What follows belongs to an exercise in optimizing a design on an open flow for small area, a short achievable clock period and few clock cycles; a production flow would make more cautious choices.
The RTL was checked by simulation tests, not by an equivalence proof against the original design.
Power figures rest on the tool's default switching activity, not on a simulated workload.

Setup of build 4:
==> flow/design.v (excerpt) <==
module tpfc (
    input  wire        clk,
    input  wire        rst,
    output wire        ready,
    input  wire        reg_req,
    input  wire        reg_we,
    input  wire [5:0]  reg_addr,
    input  wire [31:0] reg_wdata,
    output reg  [31:0] reg_rdata,
    input  wire        fb_req,
    input  wire        fb_we,
    input  wire [16:0] fb_addr,
    input  wire [7:0]  fb_wdata,
    output reg  [7:0]  fb_rdata,
    input  wire        cmd_valid,
    input  wire [15:0] cmd
);
Size in the first run: ~910 flip-flops, about 130 I/O pins.
export LEC_CHECK = 0
export CAP_MARGIN = 30
export CORE_MARGIN = 2
export CORE_UTILIZATION = 40
export PLACE_DENSITY = 0.6
export SETUP_SLACK_MARGIN = 4.5
export SLEW_MARGIN = 30
create_clock -name core_clock -period 8.0 [get_ports {clk}]
standard.sh (not shown) runs the stock make flow with config.mk's settings and CLKGATE_MAP_FILE= SYNTH_SCRIPT=/design/flow/synth_recipe.tcl, a recipe that flattens the netlist after the stock synthesis.
==> flow/flow/run.sh <==
#!/bin/bash
# Standard layout, with the port buffers made of plain buffers (buf_4)
# instead of the cell buffer_ports picks on its own.
set -euo pipefail
export BUFFER_PORTS_ARGS="-buffer_cell sky130_fd_sc_hd__buf_4"
bash standard.sh finish > layout.log 2>&1
Build 4 ended with every stage complete and zero timing, DRC or antenna violations.
Testbench counts of build 4, summed over its fixed seeds: cycles 117,248.
Inputs modified between build 4 and build 70:
- CORE_UTILIZATION changed from 40 to 45
- PLACE_DENSITY changed from 0.6 to 0.65
==> flow/run.sh (new file) <==
#!/bin/bash
# synth_recipe.tcl (not shown) runs the flow's synth.tcl, then flattens the netlist and writes it again
# the make line also repeats each setting of config.mk as NAME=value (left out here)
make -C /OpenROAD-flow-scripts/flow DESIGN_CONFIG=/design/flow/config.mk WORK_HOME=/design/flow/orfs CLKGATE_MAP_FILE= SYNTH_SCRIPT=/design/flow/synth_recipe.tcl finish
removed: flow/flow/run.sh
removed: flow/standard.sh
## What came out
From build 4 to build 70 the numbers moved as follows: combinational share of power up 0.8 points, worst setup slack for register-to-register paths down 0.08 ns, via count of the first global-routing pass up 396, switching power down 36 uW, flip-flop and latch count flat. | cell count after placement | higher: build 4 |. Lower fraction of area in registers was reported by build 70, not build 4. Build 4 ended up with fb_rdata[7]$_SDFFCE_PP0P_ as its end point of the critical path; build 70 ended up with g_fb[23].b[4]$_DFFE_PP_.
Edits applied to the flow inputs when going from build 70 to build 34:
- changing PLACE_DENSITY from 0.65 to 0.6
- changing CORE_UTILIZATION from 45 to 40
[summary]
Build 70 reached the end of the flow, and the finished layout is clean on the timing, design-rule and antenna checks. No stage failed in build 34, and the final checks on the layout all came back clean. Build 34 ends up with a placed instance area that is about 0.37% higher than in build 70. Relative to build 70, the portion of total power attributed to combinational logic of build 34 is lower by 0.8 points. Build 70 reports its critical path class as reg -> reg while build 34 reports in -> reg. Build 34 vs. build 70: power of the clock network saw an increase, switching fraction of total power now sits lower, number of filler instances in the final layout picked up an extra 1766, final hold slack went up by 0.038 ns, data-path buffer share of cell area in the final layout has decreased.
### build 34 -> build 57
- changing SETUP_SLACK_MARGIN from 4.5 to 4.8
Results
Build 57 finished every stage and its layout cleared the timing, design-rule and antenna checks.
Run comparison: build 57 classification of the worst setup path reg -> reg; build 34 classification of the worst setup path in -> reg
Final worst clock skew for build 57: 0.022 ns down relative to build 34
NOTE cell count build 34->build 57 increased slightly
Higher layout overhead on the synthesized area goes to build 57 over build 34.
In the metrics for build 57 and build 34, the one carrying the higher setup slack of the critical path after layout is build 34.
In build 57, period utilization is higher than in build 34.

========
tpfc, a different RTL version from the one above (not shown whole).
For scale: roughly 4600 cells after synthesis, about 910 flip-flops.
clock: 8.0 ns
lec_check: 0
cap_margin: 30
core_margin: 2
core_utilization: 40
place_density: 0.6
setup_slack_margin: 4.5
slew_margin: 30
run.sh (not shown) runs the stock make flow with config.mk's settings and CLKGATE_MAP_FILE= SYNTH_SCRIPT=/design/flow/synth_recipe.tcl, a recipe that flattens the netlist after the stock synthesis.
Stock flow here: none of the scripts above is used.
The baseline ran to the end with no violations.
Testbench counts at the start, summed over its fixed seeds: cycles 117,248.
Rerun with:
SETUP_SLACK_MARGIN = 4.2   (was 4.5)
The new run passed the timing, design-rule and antenna checks.
Via count falls by a few percent.
Die area stays the same.
Final area went down by a few percent.
Global-route usage fell by 0.36 points.
Non-clock buffer count drops by 103.
Register-to-register slack gets worse by 230 ps.

re-timing with driven ports:
The results above use ideal ports. As a check the final layouts listed here were re-extracted and re-timed, cells and wires unchanged.
Step 1 sets driving cells, clkbuf_16 on the clock port and buf_2 on the other inputs (assumed; they add their load-dependent delay and slew).
Step 2 also shifts input and output timing later by t, the mid clock arrival at the registers, as if the neighbouring blocks saw the same clock.
Slacks: no drivers / after step 1 / after step 2; pairs: no drivers / after step 1.
run | t (ns) | setup WS [ns] | latest minus earliest clock arrival (ns) | pins driven straight from the clock port
build 4 | 0.813 | 4.399 / 4.444 / 3.635 | 0.086 / 0.086 | 1
build 70 | 0.785 | 4.360 / 4.360 / 3.607 | 0.064 / 0.065 | 1
build 34 | 0.833 | 4.416 / 4.480 / 3.647 | 0.084 / 0.084 | 1
build 57 | 0.821 | 4.392 / 4.392 / 3.680 | 0.059 / 0.059 | 1
the first run of note 2 | 0.816 | 4.268 / 4.268 / 3.569 | 0.071 / 0.072 | 1
the second run of note 2 | 0.823 | 4.040 / 4.040 / 3.396 | 0.082 / 0.082 | 1
After both steps setup and hold are still met in every run listed. The setup slack of build 34, which loses most, moves by +0.064 ns with the drivers and by -0.769 ns with both steps.
